This design comes from an exercise in tuning for small area, a short achievable clock period and few clock cycles on the open sky130 flow, not from production work.
The RTL was checked by simulation tests, not by an equivalence proof against the original design.
Power is estimated from default activity; no workload was simulated.

File: flow/run.sh
#!/bin/bash
# synth_recipe.tcl (not shown) runs the flow's synth.tcl, then flattens the netlist and writes it again
# the make line also repeats each setting of config.mk as NAME=value (left out here)
make -C /OpenROAD-flow-scripts/flow DESIGN_CONFIG=/design/flow/config.mk WORK_HOME=/design/flow/orfs CLKGATE_MAP_FILE= SYNTH_SCRIPT=/design/flow/synth_recipe.tcl finish
File: flow/config.mk
export PLATFORM = sky130hd
export DESIGN_NAME = mbcodec
export DESIGN_NICKNAME = mbcodec
export VERILOG_FILES = /design/flow/design.v
export SDC_FILE = /design/flow/constraint.sdc
export NUM_CORES = 4
export LEC_CHECK = 0
export CAP_MARGIN = 20
export CORE_MARGIN = 2
export CORE_UTILIZATION = 60
export CTS_CLUSTER_DIAMETER = 80
export CTS_CLUSTER_SIZE = 32
export PLACE_DENSITY = 0.7
export SETUP_SLACK_MARGIN = 5
export SLEW_MARGIN = 20
File: flow/constraint.sdc
create_clock -name core_clock -period 8.0 [get_ports {clk}]
set_input_delay 1.6000 -clock core_clock [delete_from_list [all_inputs] [get_ports {clk}]]
set_output_delay 1.6000 -clock core_clock [all_outputs]
set_load 0.01 [all_outputs]
File: flow/design.v
module mbcodec (
    input  wire        clk,
    input  wire        rst,           
    input  wire        cmd_valid,
    output wire        cmd_ready,
    input  wire [31:0] cmd,
    output reg         rsp_valid,
    output wire [3:0]  rsp_status,
    output wire [31:0] rsp_value,
    output reg         tx_valid,
    output reg  [7:0]  tx_data
);
    localparam [7:0] OPC_CRC_INIT    = 8'h01,
                     OPC_CRC_BYTE    = 8'h02,
                     OPC_CRC_READ    = 8'h03,
                     OPC_CRC_CHECK   = 8'h04,
                     OPC_ENC_RD      = 8'h10,
                     OPC_XCH_RD      = 8'h11,
                     OPC_DEC_BYTE    = 8'h20,
                     OPC_DEC_ABORT   = 8'h21,
                     OPC_DEC_RDBUF   = 8'h22,
                     OPC_DEC_STATUS  = 8'h23,
                     OPC_CFG_SETADDR = 8'h30,
                     OPC_CFG_GETADDR = 8'h31;
    localparam [2:0] RS_OK = 3'd0, RS_ILLEGAL = 3'd1, RS_ARG = 3'd2,
                     RS_BUSY = 3'd3, RS_NOT_READY = 3'd4;
    localparam [3:0] E_NONE = 4'd0, E_CRC = 4'd1, E_SIZE = 4'd2,
                     E_ADDR = 4'd3, E_FUNC = 4'd4, E_LEN = 4'd5,
                     E_DEVICE = 4'd6;
    localparam RB = 3;                   
    localparam RL = 1 << RB;
    localparam NR = 248 / RL;            
    function [15:0] crc_update;
        input [15:0] c;
        input [7:0]  b;
        integer k;
        reg [15:0] r;
        begin
            r = c ^ {8'h00, b};
            for (k = 0; k < 8; k = k + 1)
                r = r[0] ? ((r >> 1) ^ 16'hA001) : (r >> 1);
            crc_update = r;
        end
    endfunction
    reg [15:0] crc_acc;
    reg [7:0]  devaddr;
    reg        s_idle, s_addr, s_func, s_b2, s_pay, s_crclo, s_crchi,
               s_xlo, s_xhi, s_done, s_err;
    reg [6:0]  expw;          
    reg        addr_ok;       
    reg        f83, f03;      
    reg [7:0]  hdr2;
    reg        len_ok;        
    reg        last;          
    reg [15:0] dcrc;
    reg [7:0]  pcnt;
    reg        rclo_ok;       
    reg [3:0]  errcls;
    reg [7:0]  excode;
    reg        stray;
    wire busy = !(s_idle | s_done | s_err);
    wire [3:0] dstate = {s_xhi | s_done | s_err,
                         s_pay | s_crclo | s_crchi | s_xlo,
                         s_func | s_b2 | s_crchi | s_xlo | s_err,
                         s_addr | s_b2 | s_crclo | s_xlo | s_done};
    reg          rdy;         
    reg [2:0]    sc;          
    reg          ev;          
    reg [RB-1:0] ph;          
    reg [RB-1:0] phw;         
    wire acc = cmd_valid & rdy;
    assign cmd_ready = rdy;
    wire [7:0]  in_opc = cmd[31:24];
    wire [7:0]  in_b   = cmd[7:0];
    wire [15:0] in_s   = cmd[23:8];
    wire in_rn = (cmd[23:0]  == 24'd0);
    wire in_rb = (cmd[23:8]  == 16'd0);
    wire in_rh = (cmd[23:16] == 8'd0);
    wire in_init   = (in_opc == OPC_CRC_INIT)    && in_rn;
    wire in_cbyte  = (in_opc == OPC_CRC_BYTE)    && in_rb;
    wire in_cread  = (in_opc == OPC_CRC_READ)    && in_rn;
    wire in_ccheck = (in_opc == OPC_CRC_CHECK)   && in_rh;
    wire in_enc    = (in_opc == OPC_ENC_RD);
    wire in_xch    = (in_opc == OPC_XCH_RD);
    wire in_dbyte  = (in_opc == OPC_DEC_BYTE)    && in_rb;
    wire in_abort  = (in_opc == OPC_DEC_ABORT)   && in_rn;
    wire in_rd     = (in_opc == OPC_DEC_RDBUF);
    wire in_rdbuf  = in_rd && in_rb;
    wire in_status = (in_opc == OPC_DEC_STATUS)  && in_rn;
    wire in_seta   = (in_opc == OPC_CFG_SETADDR) && in_rb;
    wire in_geta   = (in_opc == OPC_CFG_GETADDR) && in_rn;
    wire in_ill    = !(in_init | in_cbyte | in_cread | in_ccheck | in_enc | in_xch |
                       in_dbyte | in_abort | in_rdbuf | in_status | in_seta | in_geta);
    wire in_req_ok = (in_s <= 16'h1000) && (in_b >= 8'd1) && (in_b <= 8'h7D);
    reg        r_init, r_cbyte, r_cread, r_ccheck, r_dbyte, r_abort,
               r_rd, r_rdbuf, r_status, r_seta, r_geta, r_ill, r_tx,
               r_enc, r_xch;
    reg        req_ok, b_szbad, b_adbad, b_one;
    reg [23:0] qh;            
    reg [7-RB:0] qri;         
    always @(posedge clk) begin
        r_init   <= in_init;
        r_cbyte  <= in_cbyte;
        r_cread  <= in_cread;
        r_ccheck <= in_ccheck;
        r_dbyte  <= in_dbyte;
        r_abort  <= in_abort;
        r_rd     <= in_rd;
        r_rdbuf  <= in_rdbuf;
        r_status <= in_status;
        r_seta   <= in_seta;
        r_geta   <= in_geta;
        r_ill    <= in_ill;
        r_tx     <= (in_enc || in_xch);
        r_enc    <= in_enc;
        r_xch    <= in_xch;
        req_ok   <= in_req_ok;
        b_szbad  <= (in_b == 8'd0) || (in_b > 8'hFA);
        b_adbad  <= (in_b == 8'd0) || (in_b > 8'hF7);
        b_one    <= (in_b == 8'd1);
        if (rdy)
            qh <= cmd[23:0];
        if (rdy && in_rd)
            qri <= in_b[7:RB];
    end
    wire [7:0] arg_b = qh[7:0];
    wire o_init   = ev && r_init;
    wire o_cbyte  = ev && r_cbyte;
    wire o_cread  = ev && r_cread;
    wire o_ccheck = ev && r_ccheck;
    wire o_dbyte  = ev && r_dbyte;
    wire o_abort  = ev && r_abort;
    wire o_rd     = ev && r_rd;
    wire o_rdbuf  = ev && r_rdbuf;
    wire o_status = ev && r_status;
    wire o_seta   = ev && r_seta;
    wire o_geta   = ev && r_geta;
    wire o_ill    = ev && r_ill;
    wire o_tx     = ev && r_tx;
    wire o_enc    = ev && r_enc;
    wire o_xch    = ev && r_xch;
    wire xbusy   = o_xch && busy;                        
    wire sent    = (o_enc || (o_xch && !busy)) && req_ok;  
    wire txfault = o_tx && !sent;
    wire arm     = o_xch && !busy && req_ok;
    wire dbyte   = o_dbyte;
    wire seta_ok = o_seta && !busy && !b_adbad;
    wire rd_arg  = arg_b >= pcnt;
    wire rd_ok   = o_rdbuf && s_done && !rd_arg;         
    wire rd_late = rd_ok && (sc != 3'd0);                
    reg  rd_wait;                                         
    wire rd_go   = rd_wait && (sc == 3'd0);
    wire [8*(NR+1)-1:0] taps;
    wire [7:0] rd_byte = taps[qri*8 +: 8];
    wire [15:0] dcrc_upd = crc_update(dcrc, arg_b);
    wire [15:0] acc_upd  = crc_update(crc_acc, arg_b);
    wire crc_ok = rclo_ok && (arg_b == dcrc[15:8]);
    wire b2_ok  = addr_ok && !f83 && f03 && !b_szbad;
    wire b2_x   = addr_ok && f83;
    wire chi_ok = crc_ok && len_ok;
    wire n_idle  = o_abort || (s_idle && !arm);
    wire n_addr  = arm || (!o_abort && s_addr && !dbyte);
    wire n_func  = !o_abort && ((s_addr && dbyte) || (s_func && !dbyte));
    wire n_b2    = !o_abort && ((s_func && dbyte) || (s_b2 && !dbyte));
    wire n_pay   = !o_abort && ((s_b2 && dbyte && b2_ok) || (s_pay && !(dbyte && last)));
    wire n_crclo = !o_abort && ((s_pay && dbyte && last) || (s_crclo && !dbyte));
    wire n_crchi = !o_abort && ((s_crclo && dbyte) || (s_crchi && !dbyte));
    wire n_xlo   = !o_abort && ((s_b2 && dbyte && b2_x) || (s_xlo && !dbyte));
    wire n_xhi   = !o_abort && ((s_xlo && dbyte) || (s_xhi && !dbyte));
    wire n_done  = !o_abort && !arm && ((s_crchi && dbyte && chi_ok) || s_done);
    wire n_err   = !o_abort && !arm &&
                   ((s_b2 && dbyte && !b2_ok && !b2_x) ||
                    (s_crchi && dbyte && !chi_ok) || (s_xhi && dbyte) || s_err);
    wire n_busy = !(n_idle | n_done | n_err);
    wire [3:0] n_dstate = {n_xhi | n_done | n_err,
                           n_pay | n_crclo | n_crchi | n_xlo,
                           n_func | n_b2 | n_crchi | n_xlo | n_err,
                           n_addr | n_b2 | n_crclo | n_xlo | n_done};
    reg [3:0] x_errcls;
    reg [7:0] x_excode;
    always @* begin
        x_errcls = errcls;
        x_excode = excode;
        if (o_abort || arm) begin
            x_errcls = E_NONE;
            x_excode = 8'd0;
        end
        if (dbyte && s_b2) begin
            if (!addr_ok)             x_errcls = E_ADDR;
            else if (!f83 && !f03)    x_errcls = E_FUNC;
            else if (!f83 && b_szbad) x_errcls = E_SIZE;
        end
        if (dbyte && s_crchi) begin
            if (!crc_ok)              x_errcls = E_CRC;
            else if (!len_ok)         x_errcls = E_LEN;
        end
        if (dbyte && s_xhi) begin
            if (!crc_ok)              x_errcls = E_CRC;
            else begin
                x_errcls = E_DEVICE;
                x_excode = hdr2;
            end
        end
    end
    wire       pay_w   = dbyte && s_pay;
    wire [7:0] x_pcnt  = (o_abort || arm) ? 8'd0 : (pay_w ? pcnt + 8'd1 : pcnt);
    wire       x_stray = (o_abort || arm) ? 1'b0 :
                         ((dbyte && (s_idle || s_done || s_err)) ? 1'b1 : stray);
    wire [25:0] cur_status = {busy, stray, pcnt, excode, errcls, dstate};
    wire [25:0] nxt_status = {n_busy, x_stray, x_pcnt, x_excode, x_errcls, n_dstate};
    wire [25:0] x_value =
        ({26{o_init}}   & 26'h000FFFF) |
        ({26{o_cbyte}}  & {10'd0, acc_upd}) |
        ({26{o_cread}}  & {10'd0, crc_acc}) |
        ({26{o_ccheck}} & {25'd0, crc_acc == qh[15:0]}) |
        ({26{dbyte}}    & nxt_status) |
        ({26{o_status}} & cur_status) |
        ({26{seta_ok}}  & {18'd0, arg_b}) |
        ({26{o_geta}}   & {18'd0, devaddr});
    wire st_ill  = o_ill;
    wire st_busy = xbusy || (o_seta && busy);
    wire st_nrdy = o_rdbuf && !s_done;
    wire st_arg  = (txfault && !xbusy) || (o_seta && !busy && b_adbad) ||
                   (o_rdbuf && s_done && rd_arg);
    wire [2:0] x_status = {st_nrdy, st_busy | st_arg, st_busy | st_ill};
    reg [2:0]  tx_i;          
    reg [15:0] tcrc;          
    wire [15:0] tcrc_upd = crc_update(tcrc, tx_data);
    wire        tx_last_rsp = tx_valid && (tx_i == 3'd6);
    reg [7:0] tx_next;
    always @* begin
        case (tx_i)
            3'd0:    tx_next = 8'h03;
            3'd1:    tx_next = qh[23:16];
            3'd2:    tx_next = qh[15:8];
            3'd3:    tx_next = 8'h00;
            3'd4:    tx_next = qh[7:0];
            3'd5:    tx_next = tcrc_upd[7:0];
            default: tx_next = tcrc[15:8];
        endcase
    end
    always @(posedge clk) begin
        if (rst) begin
            tx_valid <= 1'b0;
            tx_i     <= 3'd0;
        end else if (sent) begin
            tx_valid <= 1'b1;
            tx_i     <= 3'd0;
        end else if (tx_valid) begin
            tx_i <= tx_i + 3'd1;
            if (tx_i == 3'd7) tx_valid <= 1'b0;
        end
    end
    always @(posedge clk) begin
        if (sent)
            tcrc <= 16'hFFFF;
        else if (tx_valid && tx_i < 3'd6)
            tcrc <= tcrc_upd;
        if (sent)
            tx_data <= devaddr;
        else if (tx_valid)
            tx_data <= tx_next;
    end
    reg [2:0]  rsp_st;
    reg [25:0] rsp_val;
    assign rsp_status = {1'b0, rsp_st};
    assign rsp_value  = {6'd0, rsp_val};
    wire [RB-1:0] in_wait = in_b[RB-1:0] - phw;
    wire e_may_end = ev && (r_abort || (r_dbyte && (s_b2 || s_crchi || s_xhi)));
    wire in_txhold = (in_enc || in_xch) && !(in_xch && busy && !e_may_end);
    wire in_rdhold = in_rd && (s_done || s_crchi) && (in_b[RB-1:0] != phw);
    reg [2:0] sc_next;
    always @* begin
        if (acc)
            sc_next = in_txhold ? 3'd7 : (in_rdhold ? in_wait : 3'd0);
        else if (txfault || (o_rd && !rd_ok))
            sc_next = 3'd0;
        else if (sc != 3'd0)
            sc_next = sc - 3'd1;
        else
            sc_next = 3'd0;
    end
    wire rdy_next = acc ? !(in_txhold || in_rdhold)
                        : (txfault || (o_rd && !rd_ok) || sc <= 3'd1);
    always @(posedge clk) begin
        rsp_st  <= tx_last_rsp ? RS_OK : x_status;
        rsp_val <= tx_last_rsp ? {10'd0, tcrc} :
                   ((rd_ok || rd_wait) ? {18'd0, rd_byte} : x_value);
        if (rst) begin
            rdy       <= 1'b1;
            sc        <= 3'd0;
            ev        <= 1'b0;
            rd_wait   <= 1'b0;
            rsp_valid <= 1'b0;
        end else begin
            rdy       <= rdy_next;
            sc        <= sc_next;
            ev        <= acc;
            rd_wait   <= rd_late || (rd_wait && sc != 3'd0);
            rsp_valid <= (ev && !sent && !rd_late) || rd_go || tx_last_rsp;
        end
    end
    always @(posedge clk) begin
        if (rst) begin
            crc_acc <= 16'hFFFF;
            devaddr <= 8'h01;
            s_idle  <= 1'b1;
            s_addr  <= 1'b0;
            s_func  <= 1'b0;
            s_b2    <= 1'b0;
            s_pay   <= 1'b0;
            s_crclo <= 1'b0;
            s_crchi <= 1'b0;
            s_xlo   <= 1'b0;
            s_xhi   <= 1'b0;
            s_done  <= 1'b0;
            s_err   <= 1'b0;
            dcrc    <= 16'hFFFF;
            pcnt    <= 8'd0;
            errcls  <= E_NONE;
            excode  <= 8'd0;
            stray   <= 1'b0;
        end else begin
            if (o_init)  crc_acc <= 16'hFFFF;
            if (o_cbyte) crc_acc <= acc_upd;
            if (seta_ok) devaddr <= arg_b;
            s_idle  <= n_idle;
            s_addr  <= n_addr;
            s_func  <= n_func;
            s_b2    <= n_b2;
            s_pay   <= n_pay;
            s_crclo <= n_crclo;
            s_crchi <= n_crchi;
            s_xlo   <= n_xlo;
            s_xhi   <= n_xhi;
            s_done  <= n_done;
            s_err   <= n_err;
            if (o_abort || arm)
                dcrc <= 16'hFFFF;
            else if (dbyte && (s_addr || s_func || s_b2 || s_pay))
                dcrc <= dcrc_upd;
            pcnt    <= x_pcnt;
            errcls  <= x_errcls;
            excode  <= x_excode;
            stray   <= x_stray;
        end
        if (arm)
            expw <= arg_b[6:0];
        if (dbyte && s_addr)
            addr_ok <= (arg_b == devaddr);
        if (dbyte && s_func) begin
            f83 <= (arg_b == 8'h83);
            f03 <= (arg_b == 8'h03);
        end
        if (dbyte && s_b2) begin
            hdr2   <= arg_b;
            len_ok <= (arg_b == {expw, 1'b0});
            last   <= b_one;
        end
        if (pay_w)
            last <= (pcnt + 8'd2 == hdr2);
        if (dbyte && (s_crclo || s_xlo))
            rclo_ok <= (arg_b == dcrc[7:0]);
    end
    wire first_pay = pay_w && (pcnt == 8'd0);
    always @(posedge clk) begin
        if (rst || first_pay) begin
            ph  <= {RB{1'b0}};
            phw <= {RB{1'b1}};
        end else begin
            ph  <= ph + 1'b1;
            phw <= phw + 1'b1;
        end
    end
    reg [RL-1:0] pv;
    reg [7:0]    pd [0:RL-1];
    wire [7:0]    pcm1 = pcnt - 8'd1;
    reg           wr_en;
    reg  [7:0]    wr_data;
    reg  [7-RB:0] wr_ring;
    always @(posedge clk) begin
        wr_en   <= pv[ph];
        wr_data <= pd[ph];
        wr_ring <= pcm1[7:RB] - {{(7-RB){1'b0}}, (ph > pcm1[RB-1:0])};
    end
    integer j;
    always @(posedge clk) begin
        for (j = 0; j < RL; j = j + 1) begin
            if (rst)
                pv[j] <= 1'b0;
            else if (pay_w && pcnt[RB-1:0] == j)
                pv[j] <= 1'b1;
            else if (ph == j)
                pv[j] <= 1'b0;
        end
        if (pay_w)
            pd[pcnt[RB-1:0]] <= arg_b;
    end
    genvar g;
    generate
        for (g = 0; g < NR; g = g + 1) begin : ring
            reg [7:0] s [0:RL-1];
            integer i;
            always @(posedge clk) begin
                s[0] <= (wr_en && wr_ring == g) ? wr_data : s[RL-1];
                for (i = 1; i < RL; i = i + 1)
                    s[i] <= s[i-1];
            end
            assign taps[g*8 +: 8] = s[0];
        end
        begin : ring2
            reg [7:0] s0, s1;
            always @(posedge clk) begin
                s0 <= (wr_en && wr_ring == NR) ? wr_data : s1;
                s1 <= s0;
            end
            assign taps[NR*8 +: 8] = s0;
        end
    endgenerate
endmodule
==> impl_metrics.csv, run 1 <==
group,metric,value,unit
synth,synth-seq-cells,2297,
setup_path,crit_type,"input pin to register",
pwr,pwr_density_cell,270,nW/um^2
clock_tree,cts_buffers,84,
flow_run,cap_violations,0,
grt,grt_pass1_vias,26100,
grt,antenna_found_initial,6,
sta,fin_tns_setup,0,ps
sta,worstMarginPinSlew,1110,ps
setup_path,critPathArrivalTime,3600,ps
setup_path,cp_data_required_time,8620,ps
die,start_util,0.603,
routing,wl_met2,47.4,mm
finish,drive_above_1_share,0.152,
pwr,ir_drop,0.217,mV
pwr,pwr-share-seq,0.674,
place,numPortBuffers,74,
place,gp_congestion,0.898,
setup_path,critical_path.endpoint_type,"register",
clock_tree,cts_sinks,2297,
synth,ys.flop_type,"dfxtp_1",
routing,first_pass_iters,6,
grt,grt_usage,0.216,
clock_tree,cts_tree,"built",
grt,grt_max_degree,59,
finish,stdcell_area,63900,um^2
place,dp_hpwl,70.2,mm
sta,setup_viol,0,
finish,finalCoreUtilization,0.652,
sta,clock_skew,32.9,ps
die,coreArea,98000,um^2
pwr,p_switching,3490,uW
pwr,clkPwrFrac,0.307,
grt,grt_overflow_total,0,
grt,grt_first_pass_wirelength,163,mm
die,row_count,115,
place,place_area,61200,um^2
status,status,"complete, no violations",
synth,ys_types,73,
synth,synth_edf_count,122,
pwr,leakage,0.0252,uW
routing,met1_length,53.8,mm
sta,slew_headroom,0.254,
clock_tree,root_buffer,"clkbuf_16",
routing,ant_nets,0,
synth,syn_area_per_cell,15.6,um^2
synth,yosys_warnings,32,
setup_path,path_max_fanout,4,
worst_hold_path,hold_class,"register to register",
clock_tree,clock_latency,700,ps
pwr,p_int,13700,uW
clock_tree,cts_hold_buf,0,
synth,syn_inst,3787,
setup_path,r2r_start,"qh[1]$_DFFE_PP_",
routing,vias_per_cell,5.20,
sta,fmax,0.336,GHz
clock_tree,cts_htree_levels,3,
routing,met3_length,5.45,mm
sta,finalHoldViolCount,0,
pwr,switching_share,0.202,
setup_path,cp-start-kind,"input pin",
synth,synth-async-reset-ratio,0,
routing,top_layer,"met4",
die,die-area,101000,um^2
worst_hold_path,min-delay-start,"ring[17].s[6][2]$_DFF_P_",
clock_tree,cts_max_path_buffers,3,
sta,post-route-min-period,2970,ps
sta,maxSlewViolCount,0,
routing,route.detailed.wl_per_inst,21.2,um
routing,drc,0,
clock_tree,cts.clk_slew.worst_paths,110,ps
sta,hold-worst-slack,311,ps
synth,ys_seq_area_frac,0.800,
die,num_io_pins,82,
sta,rsz0062_at_grt,"true",
routing,num_vias,27000,
die,die_width,318,um
setup_path,critPathLaunch,"cmd[5]",
routing,drtIter0Drc,2255,
pwr,power_frac_comb,0.019,
finish,syn2layout_area_growth,8.16,%
die,fp.dieH,318,um
pwr,fin_total_pwr,17200,uW
routing,routed_wl,110,mm
finish,layout.nets,3962,
sta,period_share,0.372,
synth,synth_area,59000,um^2
-- sequential cells by signal (all words and copies together) (netlist names), 4 cells and up --
signal and count:
ring2.s1 8, tcrc 16, tx_data 8, ring.s 1984, wr_data 8, ring2.s0 8
qri 5, pcnt 8, excode 8, wr_ring 5, devaddr 8, expw 7
hdr2 8, crc_acc 16, dcrc 16, rsp_val 26, pd 64, errcls 4
pv 8, qh 24
-- cells by family (layout without fill, tap and decap cells) --
| logic type | Yosys count | count (layout) | share of synthesized area |
|---|---|---|---|
| compound gates | 251 | 251 | 0.0281 |
| xor+xnor | 118 | 118 | 0.0182 |
| fa+ha+maj | 49 | 49 | 0.0105 |
| buf+inv | 177 | 283 | 0.0127 |
| flops | 2297 | 2297 | 0.800 |
| mux | 367 | 367 | 0.0885 |
| other cells | 1 | 8 | 0.0000635 |
| simple gates | 527 | 527 | 0.0424 |
-- power groups by stage --
stage	Combinational, uW	Clock, uW	Sequential, uW
after CTS	318	5390	11600
after detailed placement	317	0	11900
after global routing	345	5790	11600
final	319	5290	11600
after global placement	314	0	11900
after floorplan	208	0	11800
-- final timing paths --
| kind | endpoint | cells past startpoint | slack, ps |
|---|---|---|---|
| max reg2reg | rsp_val[12]$_DFF_P_ | 8 | 5050 |
| min | ring[17].s[7][2]$_DFF_P_ | 0 | 310 |
| min reg2reg | ring[17].s[7][2]$_DFF_P_ | 0 | 310 |
| max | r_geta$_DFF_P_ | 8 | 5030 |
-- synth_stat cells (16+ instances only) --
| cell type | instances | area (um^2) |
|---|---|---|
| nor2b_1 | 17 | 106 |
| ha_1 | 48 | 601 |
| xor2_1 | 19 | 166 |
| inv_1 | 38 | 143 |
| xnor2_1 | 96 | 841 |
| and3_1 | 16 | 100 |
| nor3_1 | 26 | 130 |
| nand3_1 | 46 | 230 |
| dfxtp_1 | 2175 | 43500 |
| mux4_2 | 98 | 2210 |
| o21ai_0 | 45 | 225 |
| a21oi_1 | 70 | 350 |
| mux2_2 | 262 | 2950 |
| edfxtp_1 | 122 | 3660 |
| o211ai_1 | 18 | 135 |
| nand2b_1 | 20 | 125 |
| clkbuf_1 | 105 | 394 |
| nor2_1 | 109 | 409 |
| nand2_1 | 216 | 811 |
-- area by class of cell --
type                       instances  area [um^2]
antenna                            1         2.50
clock buffer                      94         2230
clock inverter                    13          163
fill                            6857        34100
inverter                          39          146
multi-input combinational       1319        11300
sequential                      2297        47200
tap                             1287         1610
timing repair buffer             137         1220
-- metrics by stage --
stage	cells	worst slack, ps
floorplan	3793	4650
global placement	5060	3980
detailed placement	5061	3960
CTS	5181	4970
global route	5186	4960
finish	5187	5030
-- layout by cell type (no fill, tap or decap), types with 6 or more instances in the layout --
| master | instances |
|---|---|
| dfxtp_1 | 2160 |
| mux2_2 | 262 |
| nand2_1 | 215 |
| edfxtp_1 | 122 |
| nor2_1 | 104 |
| mux4_2 | 98 |
| xnor2_1 | 94 |
| clkbuf_16 | 89 |
| a21oi_1 | 70 |
| buf_4 | 57 |
| ha_1 | 48 |
| nand3_1 | 45 |
| o21ai_0 | 44 |
| inv_1 | 38 |
| dlygate4sd2_1 | 29 |
| clkdlybuf4s50_1 | 28 |
| nor3_1 | 22 |
| nand2b_1 | 20 |
| xor2_1 | 18 |
| o211ai_1 | 18 |
| nor2b_1 | 17 |
| and3_1 | 16 |
| o22ai_1 | 15 |
| nand4_1 | 13 |
| dfxtp_2 | 13 |
| nor4_1 | 11 |
| buf_2 | 10 |
| a31oi_1 | 9 |
| and2_1 | 9 |
| a22oi_1 | 8 |
| a22o_1 | 8 |
| a221oi_1 | 8 |
| a222oi_1 | 8 |
| a211oi_1 | 8 |
| mux2i_1 | 7 |
| conb_1 | 7 |
| a221o_1 | 6 |
| nor3_2 | 6 |
| a21o_1 | 6 |
-- metal layers --
metal  vias up  global-route usage
met4         0              0.0695
met3       194              0.0311
li1      12900                   -
met2       715               0.321
met1     13200               0.327
met5         -                   0
-- worst max-delay path, cell delays in order --
cell and delay [ps]:
dlygate4sd2_1 260, or4_1 400, or4_4 490, nand2b_4 180
nor4b_4 250, nand2b_1 160, buf_4 170, nor2_1 80
-- repair_timing --
| item | CTS | global route |
|---|---|---|
| pin swaps | 4 | 2 |
| gates cloned | 1 | 1 |
| endpoints found under the setup margin | 57 | 37 |
| gates resized for setup | 103 | 29 |
| setup buffers | 12 | 4 |
Testbench counts, summed over its fixed seeds: cycles 164,810.
==> run 2: changes to the inputs <==
==> flow/flow/run.sh (new file) <==
#!/bin/bash
set -euo pipefail
bash standard.sh SETUP_SLACK_MARGIN=5.5 finish > standard.log 2>&1
==> flow/standard.sh (new file) <==
#!/bin/bash
# synth_recipe.tcl (not shown) runs the flow's synth.tcl, then flattens the netlist and writes it again
# the make line also repeats each setting of config.mk as NAME=value (left out here)
make -C /OpenROAD-flow-scripts/flow DESIGN_CONFIG=/design/flow/config.mk WORK_HOME=/design/flow/orfs CLKGATE_MAP_FILE= SYNTH_SCRIPT=/design/flow/synth_recipe.tcl "${@:-finish}"
--- a/flow/config.mk
+++ b/flow/config.mk
@@ -8,8 +8,8 @@
 export CAP_MARGIN = 20
 export CORE_MARGIN = 2
 export CORE_UTILIZATION = 60
-export CTS_CLUSTER_DIAMETER = 80
-export CTS_CLUSTER_SIZE = 32
+export CTS_CLUSTER_DIAMETER = 100
+export CTS_CLUSTER_SIZE = 28
 export PLACE_DENSITY = 0.7
 export SETUP_SLACK_MARGIN = 5
 export SLEW_MARGIN = 20
removed: flow/run.sh
==> run 2 against run 1 <==
Against the previous run:
- maximum frequency grew 3.2%
- count of clock-buffer cells in the layout grew 14
- critical path depth fell by 7
- area after synthesis unchanged
- final area increased by 2.5%
- setup slack gained 92 ps
- largest cell class unchanged
- still clean
- via count increased by 2.1%
- global-route usage grew 0.84 points
==> impl_metrics.csv, run 2 <==
group,metric,value,unit
synth,yosysMostFrequentCell,"dfxtp_1",
clock_tree,cts_hold_buf,0,
die,coreArea,98000,um^2
sta,finalHoldViolCount,0,
setup_path,path_max_fanout,2,
die,die-area,101000,um^2
place,gp_congestion,0.926,
synth,syn_inst,3787,
finish,largest_register_ffs,1984,
routing,ant_nets,0,
synth,synth_edf_count,122,
routing,first_pass_iters,7,
synth,synthAdderAreaFrac,0.0105,
finish,syn2layout_area_growth,10.8,%
die,start_util,0.603,
status,status,"complete, no violations",
synth,synth-seq-cells,2297,
grt,grt_first_pass_wirelength,169,mm
grt,grt_max_degree,38,
finish,layout.nets,4025,
synth,synth_top_family_by_area,"multiplexers",
flow_run,cap_violations,0,
clock_tree,root_buffer,"clkbuf_16",
place,dp_hpwl,69.6,mm
synth,ys_seq_area_frac,0.800,
finish,drive_above_1_share,0.197,
pwr,leakage,0.0258,uW
sta,period_share,0.360,
routing,drc,0,
sta,fin_tns_setup,0,ps
synth,synth.top_cell.area_share,0.737,
setup_path,critical_path.endpoint_type,"output pin",
sta,setup_viol,0,
setup_path,cpLargestDelayFamily,"flip-flops",
setup_path,crit_type,"register to output pin",
synth,ys_types,73,
synth,synthSimpleGateAreaFrac,0.0424,
sta,worstMarginPinSlew,1080,ps
setup_path,cp-start-kind,"register",
routing,route.detailed.wl_per_inst,21.7,um
clock_tree,cts_buffers,92,
finish,top_register,"ring.s",
synth,synth-async-reset-ratio,0,
die,fp.dieH,318,um
setup_path,cp_slowest_cell,"edfxtp_1",
routing,vias_per_cell,5.25,
setup_path,worst_r2r_endpoint,"rsp_val[0]$_DFF_P_",
finish,fillers,6650,
pwr,ir_drop,0.194,mV
grt,grt_pass1_vias,26800,
routing,routed_wl,114,mm
pwr,pwr_density_cell,266,nW/um^2
setup_path,cp_data_required_time,6400,ps
grt,grt_overflow_total,0,
die,num_io_pins,82,
routing,num_vias,27500,
die,row_count,115,
sta,clock_skew,53.8,ps
clock_tree,clock_latency,720,ps
worst_hold_path,hold_class,"register to register",
synth,synth_xor_area_frac,0.0182,
sta,fmax,0.347,GHz
finish,final_common_cell,"dfxtp_1",
worst_hold_path,holdPathEnd,"ring[4].s[3][6]$_DFF_P_",
setup_path,r2r_start,"qri[0]$_DFFE_PP_",
sta,slew_headroom,0.282,
worst_hold_path,holdPathStages,0,
setup_path,r2r_slack,5320,ps
clock_tree,cts_tree,"built",
sta,rsz0062_at_grt,"true",
synth,ys.flop_type,"dfxtp_1",
synth,syn_area_per_cell,15.6,um^2
synth,synth_area_leader_cell,"dfxtp_1",
grt,antenna_found_initial,2,
setup_path,cpPeakStageDelay,420,ps
die,die_width,318,um
place,numPortBuffers,74,
setup_path,cp_num_buf_inv,1,
clock_tree,cts.clk_slew.worst_paths,110,ps
synth,muxShareOfSynthArea,0.0885,
finish,finalCoreUtilization,0.668,
clock_tree,cts_sinks,2297,
setup_path,worstPathCellList,"buf_2",
setup_path,ff2ff_path_depth,8,
synth,synth_area,59000,um^2
sta,maxSlewViolCount,0,
synth,yosys_warnings,32,
grt,grt_usage,0.224,
routing,drtIter0Drc,2498,
synth,synth.top_cells.by_area,"dfxtp_1 (74%), edfxtp_1 (6.2%), mux2_2 (5.0%)",
worst_hold_path,min-delay-start,"ring[4].s[2][6]$_DFF_P_",
synth,synth_compound_area_frac,0.0281,
finish,layout_common_cells,"dfxtp_1 (2146), mux2_2 (257), nand2_1 (209)",
synth,synthTopCellsByCount,"dfxtp_1 (2175), mux2_2 (262), nand2_1 (216)",
sta,post-route-min-period,2880,ps
setup_path,critPathArrivalTime,1280,ps
clock_tree,cts_htree_levels,3,
clock_tree,cts_max_path_buffers,3,
-- run 2: changes by cell type in the layout (fill, tap and decap cells not counted), moves of 11 or more --
cell             delta
buf_12             +12
buf_4              +20
xnor2_1            -17
dfxtp_1            -14
dlygate4sd2_1      -23
buf_16             +12
clkdlybuf4s50_1    -16
buf_6              +32
buf_2              +13
xnor2_2            +11
-- run 2: worst max path at each step --
stage | endpoint | depth (start not counted) | start
6_report | tx_data[4] | 1 | tx_data[4]$_DFFE_PP_
5_1_grt | r_ill$_DFF_P_ | 8 | cmd[7]
3_3_place_gp | r_ill$_DFF_P_ | 8 | cmd[3]
2_1_floorplan | r_ill$_DFF_P_ | 7 | cmd[3]
3_5_place_dp | r_ill$_DFF_P_ | 8 | cmd[3]
4_1_cts | tx_data[4] | 1 | tx_data[4]$_DFFE_PP_
-- run 2: logic make-up (layout without fill, tap and decap cells) --
family,count (synthesis),in the layout
simple gates,527,527
fa+ha+maj,49,49
compound gates,251,251
mux,367,367
buf+inv,177,346
other cells,1,8
flops,2297,2297
xor+xnor,118,118
-- run 2: cell type report --
cell class	count	area, um^2	share of cell area
Multi-Input combinational cell	1319	11800	0.181
Clock buffer	108	2430	0.0371
Inverter	39	158	0.00241
Clock inverter	7	86.3	0.00132
Antenna cell	1	2.50	0.0000382
Tap cell	1287	1610	0.0246
Timing Repair Buffer	192	2050	0.0313
Sequential cell	2297	47300	0.722
-- run 2: timing repair --
action | in CTS | in global routing
buffers inserted | 30 | 31
cloned | 10 | 1
gates resized for setup | 351 | 106
pin swaps | 20 | 30
endpoints found under the setup margin | 188 | 149
-- run 2: power by group --
group          total, uW  internal, uW  leakage (uW)  switching (uW)
sequential         11600         11600        0.0187            49.8
combinational        385           152       0.00592             233
clock               5420          2180       0.00123            3240
total              17400         13900        0.0258            3520
-- run 2: per-stage QoR --
| step | cells | cell area, um^2 | hold slack [ps] | power [uW] | worst slack, ps |
|---|---|---|---|---|---|
| final | 5250 | 65400 | 303 | 17400 | 5120 |
| after global routing | 5249 | 65400 | 317 | 17900 | 5060 |
| after CTS | 5217 | 64700 | 306 | 17500 | 5070 |
| after detailed placement | 5062 | 61300 | 312 | 12200 | 4010 |
| after global placement | 5062 | 61200 | 309 | 12200 | 4000 |
| after floorplan | 3793 | 59100 | 310 | 12100 | 4660 |
-- run 2: layer usage --
layer  wire [um]  global-route usage  vias up
met5           0                   0        -
met4        3060              0.0707        0
met3        7030              0.0396      177
met2       50000               0.340      790
met1       53800               0.330    13600
li1            -                   -    13000
==> run 3: changes to the inputs <==
==> flow/flow/run.sh (replaced) <==
#!/bin/bash
set -euo pipefail
bash standard.sh SETUP_SLACK_MARGIN=6 finish > standard.log 2>&1
==> run 3 against run 2 <==
Against the previous run:
- global-route usage up 0.37 points
- setup slack worse by 36 ps
- routed wire length up 4.0%
- first-iteration DRC count down 2.6%
- die area unchanged
- via count up 2.8%
- maximum frequency down 1.2%
- power up 0.49%
- synthesized cell count unchanged
- flip-flop and latch count unchanged
- area after synthesis unchanged
- sequential share of layout area down 2.7 points
- critical endpoint is now tx_data[6]
- largest cell class unchanged
- largest power group unchanged
- highest routed layer is now met5
==> impl_metrics.csv, run 3 <==
group,metric,value,unit
sta,rsz0062_at_grt,"true",
setup_path,cp_data_required_time,6400,ps
sta,maxSlewViolCount,0,
synth,synthTopCellsByCount,"dfxtp_1 (2175), mux2_2 (262), nand2_1 (216)",
clock_tree,clock_latency,730,ps
clock_tree,cts.clk_slew.worst_paths,110,ps
sta,finalHoldViolCount,0,
routing,ant_nets,0,
grt,grt_first_pass_wirelength,172,mm
die,start_util,0.603,
synth,syn_inst,3787,
clock_tree,cts_max_path_buffers,3,
clock_tree,cts_tree,"built",
synth,synth_area_leader_cell,"dfxtp_1",
clock_tree,cts_htree_levels,3,
sta,hold-worst-slack,308,ps
worst_hold_path,hold_class,"register to register",
grt,grt_pass1_vias,27400,
synth,yosys_warnings,32,
sta,fmax,0.343,GHz
finish,layout.nets,4142,
finish,syn2layout_area_growth,15.3,%
die,num_io_pins,82,
setup_path,path_max_fanout,2,
setup_path,cpLargestDelayFamily,"flip-flops",
routing,first_pass_iters,9,
sta,clock_skew,38.1,ps
finish,final_common_cell,"dfxtp_1",
routing,route.detailed.wl_per_inst,22.1,um
die,die_width,318,um
synth,ys_seq_area_frac,0.800,
routing,drtIter0Drc,2434,
clock_tree,cts_hold_buf,0,
sta,finalWorstSetupSlack,5080,ps
setup_path,critical_path.endpoint_type,"output pin",
sta,slew_headroom,0.410,
pwr,leakage,0.0268,uW
sta,fin_tns_setup,0,ps
die,coreArea,98000,um^2
setup_path,cpPeakStageDelay,440,ps
finish,antenna_cells,0,
finish,final_cells,5363,
routing,routed_wl,118,mm
setup_path,cp_num_buf_inv,1,
grt,grt_overflow_total,0,
synth,synth.top_cells.by_area,"dfxtp_1 (74%), edfxtp_1 (6.2%), mux2_2 (5.0%)",
place,numPortBuffers,74,
synth,synth_edf_count,122,
place,gp_congestion,0.899,
clock_tree,cts_sinks,2297,
status,status,"complete, no violations",
die,die-area,101000,um^2
synth,yosysMostFrequentCell,"dfxtp_1",
grt,antenna_found_initial,3,
routing,drc,0,
routing,vias_per_cell,5.28,
setup_path,critPathArrivalTime,1320,ps
setup_path,crit_type,"register to output pin",
synth,ys.flop_type,"dfxtp_1",
sta,period_share,0.365,
sta,worstMarginPinSlew,881,ps
synth,synth.top_cell.area_share,0.737,
place,place_ws,3950,ps
die,row_count,115,
setup_path,cp-start-kind,"register",
clock_tree,root_buffer,"clkbuf_16",
synth,ys_types,73,
clock_tree,cts_buffers,92,
finish,top_register,"ring.s",
finish,drive_above_1_share,0.265,
pwr,pwr_density_cell,257,nW/um^2
finish,finalCoreUtilization,0.695,
die,fp.dieH,318,um
pwr,ir_drop,0.173,mV
sta,post-route-min-period,2920,ps
finish,layout_common_cells,"dfxtp_1 (2126), mux2_2 (258), nand2_1 (190)",
grt,grt_max_degree,36,
routing,num_vias,28300,
synth,synth-async-reset-ratio,0,
flow_run,cap_violations,0,
place,dp_hpwl,69.9,mm
synth,synth_area,59000,um^2
sta,setup_viol,0,
synth,synth-seq-cells,2297,
grt,grt_usage,0.228,
finish,largest_register_ffs,1984,
setup_path,cp_slowest_cell,"edfxtp_1",
place,place_inst,5056,
synth,syn_area_per_cell,15.6,um^2
setup_path,worstPathCellList,"buf_2",
[run 3: cell counts after synthesis]
No cell type changed its count.
[run 3: timing repair]
item,in CTS,in global routing
gates cloned,15,7
setup buffers,114,59
pin swaps,65,90
gates resized for setup,541,174
setup endpoints to repair,478,312
[run 3: metrics by stage]
| step | power (uW) | cell area (um^2) |
|---|---|---|
| after floorplan | 12100 | 59900 |
| after global placement | 12200 | 61700 |
| after detailed placement | 12200 | 61700 |
| after CTS | 17500 | 66600 |
| after global routing | 18000 | 68100 |
| final | 17500 | 68100 |
[run 3: cell type report]
cell class | instances | area (um^2)
fill | 6369 | 29900
multi-input combinational | 1320 | 13000
clock inverter | 9 | 139
tap | 1287 | 1610
clock buffer | 103 | 2340
inverter | 39 | 179
timing repair buffer | 308 | 3470
sequential | 2297 | 47300
[run 3: logic make-up after synthesis]
family,synth area share
AO/OA/AOI/OAI,0.0281
adder cells (fa/ha/maj),0.0105
multiplexers,0.0885
buffers and inverters,0.0127
other,0.0000635
flip-flops,0.800
XOR/XNOR,0.0182
AND/OR/NAND/NOR,0.0424
[run 3: power by group]
group          internal, uW  switching, uW
Sequential            11600           52.5
Combinational           229            268
Clock                  2130           3270
Total                 13900           3590
[run 3: worst paths after layout]
check / start / endpoint / slack [ps] / cells after the start
max: tx_data[6]$_DFFE_PP_ / tx_data[6] / 5080 / 1
max reg2reg: qri[0]$_DFFE_PP_ / rsp_val[7]$_DFF_P_ / 5290 / 10
min: ring[21].s[4][1]$_DFF_P_ / ring[21].s[5][1]$_DFF_P_ / 310 / 0
min reg2reg: ring[21].s[4][1]$_DFF_P_ / ring[21].s[5][1]$_DFF_P_ / 310 / 0
[run 3: layer usage]
| metal | part of all wire | GRT usage | up-vias |
|---|---|---|---|
| met3 | 0.057 | 0.0338 | 241 |
| met4 | 0.033 | 0.0701 | 2 |
| met1 | 0.47 | 0.339 | 14000 |
| met2 | 0.44 | 0.347 | 843 |
| li1 | - | - | 13200 |
| met5 | 0.00011 | 0 | - |
==> run 4: changes to the inputs <==
==> flow/run.sh (new file) <==
#!/bin/bash
# synth_recipe.tcl (not shown) runs the flow's synth.tcl, then flattens the netlist and writes it again
# the make line also repeats each setting of config.mk as NAME=value (left out here)
make -C /OpenROAD-flow-scripts/flow DESIGN_CONFIG=/design/flow/config.mk WORK_HOME=/design/flow/orfs CLKGATE_MAP_FILE= SYNTH_SCRIPT=/design/flow/synth_recipe.tcl finish
removed: flow/flow/run.sh
removed: flow/standard.sh
==> run 4 against run 3 <==
Against the previous run:
- still clean
- clock skew rose by 8.8 ps
- combinational power fell by 36%
- count of clock-buffer cells in the layout rose by 6
- final cell count fell by 3.2%
- largest power group unchanged
- highest routed layer is now met4
==> impl_metrics.csv, run 4 <==
group,metric,value,unit
finish,fillers,6814,
synth,ys_types,73,
routing,routed_wl,109,mm
synth,synth.top_cell.area_share,0.737,
sta,setup_viol,0,
synth,ys.flop_type,"dfxtp_1",
sta,fmax,0.338,GHz
place,dp_hpwl,70.2,mm
finish,layout_common_cells,"dfxtp_1 (2160), mux2_2 (262), nand2_1 (214)",
pwr,pwr_density_cell,271,nW/um^2
status,status,"complete, no violations",
finish,largest_register_ffs,1984,
synth,synth-async-reset-ratio,0,
sta,period_share,0.370,
grt,antenna_found_initial,5,
routing,first_pass_iters,7,
finish,multi_input_area,11300,um^2
grt,grt_first_pass_wirelength,163,mm
clock_tree,cts_hold_buf,0,
finish,top_register,"ring.s",
setup_path,cp_data_required_time,8610,ps
sta,clock_skew,46.9,ps
sta,finalWorstSetupSlack,5040,ps
place,place_area,61200,um^2
pwr,fin_total_pwr,17300,uW
sta,fin_tns_setup,0,ps
place,place_ws,3960,ps
synth,yosys_warnings,32,
setup_path,critPathArrivalTime,3570,ps
synth,yosysMostFrequentCell,"dfxtp_1",
worst_hold_path,hold_class,"register to register",
clock_tree,cts_sinks,2297,
die,row_count,115,
synth,synth-seq-cells,2297,
place,gp_congestion,0.898,
place,numPortBuffers,74,
setup_path,r2r_slack,5110,ps
clock_tree,cts_buffers,92,
die,coreArea,98000,um^2
setup_path,critical_path.endpoint_type,"register",
pwr,leakage,0.0252,uW
synth,synth_area,59000,um^2
finish,layout.nets,3968,
clock_tree,root_buffer,"clkbuf_16",
finish,antenna_cells,0,
synth,syn_area_per_cell,15.6,um^2
clock_tree,cts_max_path_buffers,3,
finish,register_area,47200,um^2
routing,vias_per_cell,5.19,
routing,drtIter0Drc,2186,
routing,drc,0,
routing,num_vias,27000,
flow_run,cap_violations,0,
synth,ys_seq_area_frac,0.800,
grt,grt_max_degree,59,
clock_tree,cts_tree,"built",
finish,stdcell_area,64000,um^2
setup_path,path_max_fanout,5,
routing,ant_nets,0,
sta,post-route-min-period,2960,ps
grt,grt_usage,0.215,
clock_tree,clock_latency,710,ps
synth,synth_area_leader_cell,"dfxtp_1",
clock_tree,cts.clk_slew.worst_paths,110,ps
die,start_util,0.603,
sta,maxSlewViolCount,0,
sta,worstMarginPinSlew,1080,ps
grt,grt_overflow_total,0,
clock_tree,cts_htree_levels,3,
finish,syn2layout_area_growth,8.32,%
synth,synthTopCellsByCount,"dfxtp_1 (2175), mux2_2 (262), nand2_1 (216)",
pwr,ir_drop,0.224,mV
sta,finalHoldViolCount,0,
die,die_width,318,um
synth,synth.top_cells.by_area,"dfxtp_1 (74%), edfxtp_1 (6.2%), mux2_2 (5.0%)",
finish,drive_above_1_share,0.152,
synth,synth_edf_count,122,
synth,syn_inst,3787,
finish,final_common_cell,"dfxtp_1",
routing,route.detailed.wl_per_inst,21.1,um
sta,rsz0062_at_grt,"false",
die,die-area,101000,um^2
setup_path,crit_type,"input pin to register",
die,fp.dieH,318,um
setup_path,cp-start-kind,"input pin",
die,num_io_pins,82,
grt,grt_pass1_vias,26200,
sta,slew_headroom,0.271,
-- run 4: stage by stage --
stage | hold slack (ps) | instances | utilization
finish | 306 | 5193 | 0.653
global route | 316 | 5193 | 0.653
CTS | 312 | 5188 | 0.651
detailed placement | 312 | 5061 | 0.624
global placement | 309 | 5060 | 0.624
floorplan | 310 | 3793 | -
-- run 4: final timing paths --
path | start | endpoint | cells after the start
min reg2reg | ring[30].s[5][3]$_DFF_P_ | ring[30].s[6][3]$_DFF_P_ | 0
max reg2reg | qh[4]$_DFFE_PP_ | rsp_val[6]$_DFF_P_ | 8
max | cmd[7] | r_ill$_DFF_P_ | 8
min | ring[30].s[5][3]$_DFF_P_ | ring[30].s[6][3]$_DFF_P_ | 0
-- run 4: worst max-delay path: stages --
cell and delay, ps:
clkdlybuf4s15_2 220, or4_1 470, or4_4 430, nand2b_4 190
nor4b_4 330, nand3_1 120, a21oi_1 150, nor4_1 60
-- run 4: layout make-up --
| class | instances | area share |
|---|---|---|
| tap | 1287 | 0.0252 |
| sequential | 2297 | 0.739 |
| inverter | 39 | 0.00229 |
| timing repair buffer | 135 | 0.0186 |
| multi-input combinational | 1319 | 0.176 |
| clock inverter | 7 | 0.00129 |
| clock buffer | 109 | 0.0382 |
-- run 4: per-layer routing --
metal / wire (um) / global-route usage
met5: 0 / 0
met4: 3330 / 0.0732
met3: 5450 / 0.0328
met2: 46900 / 0.318
met1: 53700 / 0.326
-- run 4: cell families after synthesis --
logic type | count (synthesis) | share of synthesized area
AO/OA/AOI/OAI | 251 | 0.0281
XOR/XNOR | 118 | 0.0182
adder cells (fa/ha/maj) | 49 | 0.0105
buffers and inverters | 177 | 0.0127
flip-flops | 2297 | 0.800
multiplexers | 367 | 0.0885
other | 1 | 0.0000635
AND/OR/NAND/NOR | 527 | 0.0424
-- run 4: what timing repair did --
action	CTS	global route
gates cloned	0	1
buffers inserted	11	4
endpoints found under the setup margin	57	36
pin swaps	3	5
resized for setup	115	26
-- run 4: power by group --
| group | internal (uW) | switching (uW) | total [uW] |
|---|---|---|---|
| clock | 2190 | 3210 | 5400 |
| combinational | 124 | 195 | 319 |
| sequential | 11600 | 60.1 | 11600 |
| total | 13900 | 3470 | 17300 |
==> run 5: changes to the inputs <==
--- a/flow/config.mk
+++ b/flow/config.mk
@@ -7,9 +7,9 @@
 export LEC_CHECK = 0
 export CAP_MARGIN = 20
 export CORE_MARGIN = 2
-export CORE_UTILIZATION = 60
+export CORE_UTILIZATION = 70
 export CTS_CLUSTER_DIAMETER = 100
 export CTS_CLUSTER_SIZE = 28
-export PLACE_DENSITY = 0.7
+export PLACE_DENSITY = 0.8
 export SETUP_SLACK_MARGIN = 5
 export SLEW_MARGIN = 20
==> run 5 against run 4 <==
Against the previous run:
- final area down 0.43%
- register-to-register slack worse by 130 ps
- power up 0.28%
- area after synthesis unchanged
- routed wire length up 6.1%
- largest cell class unchanged
- highest routed layer is now met5
==> impl_metrics.csv, run 5 <==
group,metric,value,unit
place,numPortBuffers,74,
synth,muxShareOfSynthArea,0.0885,
clock_tree,cts_tree,"built",
clock_tree,cts_hold_buf,0,
finish,top_register,"ring.s",
setup_path,crit_type,"register to register",
sta,finalHoldViolCount,0,
routing,drc,0,
pwr,ir_drop,0.228,mV
synth,synth_area,59000,um^2
pwr,leakage,0.0251,uW
pwr,p_int,13800,uW
clock_tree,cts.clk_slew.worst_paths,110,ps
sta,fmax,0.331,GHz
routing,routed_wl,116,mm
grt,grt_pass1_vias,27900,
finish,multi_input_area,11200,um^2
routing,route.detailed.wl_per_inst,23.3,um
sta,fin_tns_setup,0,ps
synth,synthSimpleGateAreaFrac,0.0424,
finish,layout.nets,3970,
clock_tree,root_buffer,"clkbuf_16",
die,die-area,86700,um^2
finish,syn2layout_area_growth,7.86,%
finish,final_common_cell,"dfxtp_1",
die,num_io_pins,82,
sta,maxSlewViolCount,0,
finish,finalCoreUtilization,0.762,
sta,setup_viol,0,
pwr,clkPwrFrac,0.313,
grt,grt_usage,0.269,
finish,stdcell_area,63700,um^2
synth,ys_seq_area_frac,0.800,
die,row_count,106,
synth,synthTopCellsByCount,"dfxtp_1 (2175), mux2_2 (262), nand2_1 (216)",
sta,slew_headroom,0.228,
synth,yosys_warnings,32,
finish,antenna_cells,0,
sta,worstMarginPinSlew,1150,ps
sta,post-route-min-period,3020,ps
synth,synth-seq-cells,2297,
routing,num_vias,27600,
setup_path,r2r_start,"qri[0]$_DFFE_PP_",
routing,drtIter0Drc,2236,
finish,largest_register_ffs,1984,
worst_hold_path,hold_class,"register to register",
grt,grt_overflow_total,0,
clock_tree,cts_buffers,92,
setup_path,r2r_slack,4980,ps
synth,synth_edf_count,122,
synth,yosysMostFrequentCell,"dfxtp_1",
status,status,"complete, no violations",
synth,synth_compound_area_frac,0.0281,
place,gp_congestion,0.930,
sta,clock_skew,44.5,ps
synth,synth-async-reset-ratio,0,
finish,register_area,47200,um^2
worst_hold_path,min-delay-start,"ring[7].s[4][6]$_DFF_P_",
routing,vias_per_cell,5.54,
routing,ant_nets,0,
worst_hold_path,holdPathStages,0,
clock_tree,cts_max_path_buffers,3,
flow_run,cap_violations,0,
synth,synth_xor_area_frac,0.0182,
place,dp_hpwl,70.5,mm
clock_tree,cts_sinks,2297,
synth,syn_area_per_cell,15.6,um^2
synth,syn_inst,3787,
pwr,switching_share,0.204,
die,coreArea,83600,um^2
synth,synth_area_leader_cell,"dfxtp_1",
die,fp.dieH,294,um
worst_hold_path,holdPathEnd,"ring[7].s[5][6]$_DFF_P_",
clock_tree,cts_htree_levels,3,
setup_path,cp_data_required_time,8570,ps
die,start_util,0.707,
pwr,pwr_density_cell,273,nW/um^2
finish,layout_common_cells,"dfxtp_1 (2166), mux2_2 (262), nand2_1 (214)",
place,place_area,60900,um^2
setup_path,worst_r2r_endpoint,"rsp_val[6]$_DFF_P_",
pwr,p_switching,3550,uW
finish,fillers,4659,
synth,synth.top_cells.by_area,"dfxtp_1 (74%), edfxtp_1 (6.2%), mux2_2 (5.0%)",
pwr,power_frac_comb,0.019,
synth,synth_top_family_by_area,"multiplexers",
setup_path,ff2ff_path_depth,7,
sta,period_share,0.377,
pwr,fin_total_pwr,17400,uW
grt,grt_max_degree,42,
die,die_width,294,um
setup_path,path_max_fanout,24,
synth,ys.flop_type,"dfxtp_1",
setup_path,cp-start-kind,"register",
setup_path,critPathArrivalTime,3590,ps
synth,synth.top_cell.area_share,0.737,
grt,grt_first_pass_wirelength,173,mm
clock_tree,clock_latency,720,ps
routing,first_pass_iters,8,
synth,ys_types,73,
grt,antenna_found_initial,1,
sta,rsz0062_at_grt,"true",
finish,drive_above_1_share,0.148,
synth,synthAdderAreaFrac,0.0105,
pwr,pwr-share-seq,0.668,
setup_path,critical_path.endpoint_type,"register",
-- run 5: cell count changes in the layout (fill, tap and decap cells not counted), sizes merged, moves of 2 or more --
cell	change
dlygate4sd2	-5
clkdlybuf4s15	+8
clkbuf	+3
buf	-5
clkinv	+2
-- run 5: timing repair --
| item | in CTS | in global routing |
|---|---|---|
| setup endpoints to repair | 63 | 43 |
| cloned | 0 | 1 |
| pin swaps | 2 | 4 |
| gates resized for setup | 91 | 33 |
| buffers inserted | 13 | 5 |
-- run 5: routing by layer --
layer / track usage / share of wire / up-vias
li1: - / - / 12800
met5: 0 / 0.00017 / -
met1: 0.377 / 0.44 / 13700
met4: 0.0828 / 0.032 / 2
met3: 0.0446 / 0.056 / 198
met2: 0.436 / 0.47 / 862
-- run 5: power groups by stage --
stage	combinational [uW]	sequential [uW]	clock, uW
after floorplan	208	11800	0
after global placement	313	11900	0
after detailed placement	319	11900	0
after CTS	322	11600	5520
after global routing	351	11600	5890
final	328	11600	5440
-- run 5: worst max path at each step --
| stage | startpoint | end | slack [ps] | cells past startpoint |
|---|---|---|---|---|
| after global routing | qri[0]$_DFFE_PP_ | rsp_val[6]$_DFF_P_ | 4840 | 7 |
| after global placement | cmd[3] | r_ill$_DFF_P_ | 3990 | 8 |
| after CTS | qri[0]$_DFFE_PP_ | rsp_val[6]$_DFF_P_ | 4900 | 7 |
| final | qri[0]$_DFFE_PP_ | rsp_val[6]$_DFF_P_ | 4980 | 7 |
| after floorplan | cmd[3] | r_ill$_DFF_P_ | 4650 | 7 |
| after detailed placement | cmd[3] | r_ill$_DFF_P_ | 3980 | 8 |
-- run 5: final cells by class --
class | count | area share
multi-input combinational | 1319 | 0.176
sequential | 2297 | 0.742
clock inverter | 8 | 0.00281
inverter | 39 | 0.00230
clock buffer | 108 | 0.0372
timing repair buffer | 137 | 0.0187
tap | 1080 | 0.0212
-- run 5: cells by family (layout without fill, tap and decap cells) --
| family | after synthesis | count (layout) |
|---|---|---|
| mux | 367 | 367 |
| fa+ha+maj | 49 | 49 |
| simple gates | 527 | 527 |
| other cells | 1 | 7 |
| flops | 2297 | 2297 |
| buf+inv | 177 | 292 |
| xor+xnor | 118 | 118 |
| compound gates | 251 | 251 |
-- run 5: worst max-delay path, cell delays in order, from the launching register on --
cell       delay (ps)
edfxtp_1          420
clkbuf_16         270
buf_8             330
mux4_2            560
mux4_2            460
nor2b_1           210
a211oi_1          420
nor3_1            100
-- run 5: per-stage QoR --
| step | std cells | hold WS [ps] | worst slack, ps |
|---|---|---|---|
| final | 4988 | 305 | 4980 |
| after global routing | 4988 | 306 | 4840 |
| after CTS | 4982 | 302 | 4900 |
| after detailed placement | 4853 | 312 | 3980 |
| after global placement | 4853 | 310 | 3990 |
| after floorplan | 3793 | 310 | 4650 |
==> run 6: changes to the inputs <==
--- a/flow/config.mk
+++ b/flow/config.mk
@@ -7,9 +7,10 @@
 export LEC_CHECK = 0
 export CAP_MARGIN = 20
 export CORE_MARGIN = 2
-export CORE_UTILIZATION = 70
-export CTS_CLUSTER_DIAMETER = 100
-export CTS_CLUSTER_SIZE = 28
-export PLACE_DENSITY = 0.8
+export CORE_UTILIZATION = 60
+export CTS_BUF_LIST = sky130_fd_sc_hd__clkbuf_8 sky130_fd_sc_hd__clkbuf_16
+export CTS_CLUSTER_DIAMETER = 80
+export CTS_CLUSTER_SIZE = 24
+export PLACE_DENSITY = 0.7
 export SETUP_SLACK_MARGIN = 5
 export SLEW_MARGIN = 20
==> run 6 against run 5 <==
Against the previous run:
- still clean on timing, DRC and antenna
- critical path depth rose by 1
- non-clock buffer count up 4
- clock power is 6.6% higher
- via count decreased by 2.0%
- first-iteration DRC count is 2.6% higher
- clock skew up 7.4 ps
- highest routed layer is now met4
==> impl_metrics.csv, run 6 <==
group,metric,value,unit
setup_path,critical_path.endpoint_type,"register",
synth,ys.flop_type,"dfxtp_1",
sta,worstMarginPinSlew,1110,ps
finish,syn2layout_area_growth,9.13,%
sta,slew_headroom,0.261,
grt,grt_pass1_vias,26500,
routing,drtIter0Drc,2295,
synth,synthTopCellsByCount,"dfxtp_1 (2175), mux2_2 (262), nand2_1 (216)",
flow_run,cap_violations,0,
place,dp_hpwl,70.2,mm
synth,synth_edf_count,122,
place,gp_congestion,0.898,
synth,synth-async-reset-ratio,0,
die,row_count,115,
routing,vias_per_cell,5.19,
finish,layout_common_cells,"dfxtp_1 (2162), mux2_2 (262), nand2_1 (214)",
grt,grt_max_degree,59,
die,coreArea,98000,um^2
die,die-area,101000,um^2
sta,post-route-min-period,2970,ps
die,die_width,318,um
pwr,pwr_density_cell,275,nW/um^2
clock_tree,cts_max_path_buffers,3,
sta,period_share,0.371,
setup_path,critPathArrivalTime,3590,ps
sta,fin_tns_setup,0,ps
sta,fmax,0.337,GHz
finish,drive_above_1_share,0.157,
die,start_util,0.603,
synth,synth_area_leader_cell,"dfxtp_1",
setup_path,path_max_fanout,5,
routing,ant_nets,0,
setup_path,r2r_start,"qri[0]$_DFFE_PP_",
sta,setup_viol,0,
sta,rsz0062_at_grt,"false",
grt,grt_overflow_total,0,
finish,fillers,6778,
synth,yosys_warnings,32,
setup_path,worst_r2r_endpoint,"rsp_val[3]$_DFF_P_",
finish,layout.nets,3989,
synth,ys_types,73,
grt,grt_first_pass_wirelength,166,mm
synth,synth-seq-cells,2297,
finish,antenna_cells,0,
grt,antenna_found_initial,3,
setup_path,crit_type,"input pin to register",
routing,route.detailed.wl_per_inst,21.3,um
status,status,"complete, no violations",
sta,maxSlewViolCount,0,
place,numPortBuffers,74,
setup_path,r2r_slack,5060,ps
synth,synth_area,59000,um^2
synth,synth.top_cells.by_area,"dfxtp_1 (74%), edfxtp_1 (6.2%), mux2_2 (5.0%)",
setup_path,crit_path_end,"r_ill$_DFF_P_",
finish,largest_register_ffs,1984,
routing,first_pass_iters,8,
synth,yosysMostFrequentCell,"dfxtp_1",
clock_tree,cts_hold_buf,0,
synth,ys_seq_area_frac,0.800,
sta,clock_skew,51.9,ps
worst_hold_path,hold_class,"register to register",
synth,synth.top_cell.area_share,0.737,
synth,syn_area_per_cell,15.6,um^2
clock_tree,cts.clk_slew.worst_paths,100,ps
routing,num_vias,27100,
place,place_inst,5061,
setup_path,cp-start-kind,"input pin",
finish,top_register,"ring.s",
clock_tree,cts_buffers,107,
clock_tree,clock_latency,730,ps
clock_tree,cts_tree,"built",
sta,finalHoldViolCount,0,
finish,final_common_cell,"dfxtp_1",
pwr,ir_drop,0.210,mV
routing,routed_wl,111,mm
pwr,leakage,0.0254,uW
setup_path,critPathLaunch,"cmd[7]",
clock_tree,cts_sinks,2297,
routing,drc,0,
die,fp.dieH,318,um
synth,syn_inst,3787,
die,num_io_pins,82,
clock_tree,cts_htree_levels,3,
finish,final_cells,5216,
setup_path,cp_data_required_time,8620,ps
grt,grt_usage,0.218,
clock_tree,root_buffer,"clkbuf_16",
setup_path,ff2ff_path_depth,7,
## run 6: changes by cell type in the layout (fill, tap and decap cells not counted), sizes merged
| cell | delta |
|---|---|
| buf | +9 |
| bufbuf | +1 |
| clkbuf | -5 |
| clkdlybuf4s15 | -4 |
| clkdlybuf4s50 | -2 |
| clkinv | -2 |
| dlygate4sd2 | +4 |
| dlymetal6s2s | +1 |
| inv | +19 |
## run 6: worst min path at each step
stage                                        start                        to  slack (ps)  cells after the start
after global routing      ring[21].s[5][7]$_DFF_P_  ring[21].s[6][7]$_DFF_P_         300                      0
after CTS                 ring[21].s[5][7]$_DFF_P_  ring[21].s[6][7]$_DFF_P_         290                      0
after detailed placement   ring[0].s[1][7]$_DFF_P_   ring[0].s[2][7]$_DFF_P_         310                      0
after floorplan            ring[0].s[1][0]$_DFF_P_   ring[0].s[2][0]$_DFF_P_         310                      0
final                     ring[21].s[5][7]$_DFF_P_  ring[21].s[6][7]$_DFF_P_         290                      0
after global placement     ring[1].s[4][2]$_DFF_P_   ring[1].s[5][2]$_DFF_P_         310                      0
## run 6: cell type report
cell class / count / area, um^2 / share of cell area
clock buffer: 108 / 2700 / 0.0419
clock inverter: 25 / 214 / 0.00332
inverter: 39 / 146 / 0.00227
multi-input combinational: 1319 / 11300 / 0.175
sequential: 2297 / 47200 / 0.733
tap: 1287 / 1610 / 0.0250
timing repair buffer: 141 / 1250 / 0.0195
## run 6: logic make-up (layout without fill, tap and decap cells)
group,after synthesis,count (layout),synth area share
buf+inv,177,313,0.0127
other cells,1,7,0.0000635
mux,367,367,0.0885
fa+ha+maj,49,49,0.0105
flops,2297,2297,0.800
xor+xnor,118,118,0.0182
compound gates,251,251,0.0281
simple gates,527,527,0.0424
## run 6: per-layer routing
| layer | global-route usage | vias up | part of all wire |
|---|---|---|---|
| met5 | 0 | - | 0 |
| met4 | 0.0685 | 0 | 0.031 |
| met3 | 0.0326 | 190 | 0.047 |
| met2 | 0.326 | 689 | 0.43 |
| met1 | 0.329 | 13300 | 0.49 |
| li1 | - | 12900 | - |
## run 6: through the flow
stage          hold WS, ps  cell area, um^2  power [uW]  utilization  worst slack (ps)
2_1_floorplan          310            59100       12100            -              4650
3_3_place_gp           309            61200       12200        0.624              3980
3_5_place_dp           312            61200       12200        0.624              3960
4_1_cts                289            64300       17800        0.656              4920
5_1_grt                298            64400       18300        0.658              5000
6_report               293            64400       17700        0.658              5030
## run 6: what timing repair did
item,in CTS,in global routing
endpoints found under the setup margin,60,38
gates resized for setup,115,31
pin swaps,3,5
cloned,1,1
setup buffers,13,7
## run 6: power breakdown
group	leakage (uW)	total [uW]	internal [uW]	switching, uW
combinational	0.00532	324	126	198
sequential	0.0187	11600	11600	58.0
clock	0.00148	5800	2450	3340
total	0.0254	17700	14100	3600
## run 6: worst max-delay path, cell delays in order
cell,delay (ps)
clkdlybuf4s15_2,220
or4_1,470
or4_4,430
nand2b_4,190
nor4b_4,340
nand3_1,120
a21oi_1,160
nor4_1,70

## afterwards: timing with drivers on the ports
The results above use ideal ports. As a check the final layouts listed here were re-extracted and re-timed, cells and wires unchanged.
Step 1 assumes that a clkbuf_16 drives the clock port and a buf_2 every other input.
Step 2 also shifts input and output timing later by t, the mid clock arrival at the registers, as if the neighbouring blocks saw the same clock.
a / b / c = ideal ports / drivers / drivers and shift; a / b = the first two.
| run | t (ns) | setup slack, ns | worst setup path after step 2 | pins driven straight from the clock port |
|---|---|---|---|---|
| run 1 | 0.748 | 5.026 / 4.986 / 4.332 | input to register | 1 |
| run 2 | 0.766 | 5.119 / 5.044 / 4.420 | input to register | 1 |
| run 3 | 0.780 | 5.083 / 5.009 / 4.353 | input to register | 1 |
| run 4 | 0.760 | 5.037 / 4.979 / 4.330 | input to register | 1 |
| run 5 | 0.770 | 4.980 / 4.966 / 4.340 | input to register | 1 |
| run 6 | 0.776 | 5.031 / 4.969 / 4.307 | input to register | 1 |
After both steps every run listed still meets setup and hold. The setup slack of run 3, which loses most, moves by -0.074 ns with the drivers and by -0.730 ns with both steps.
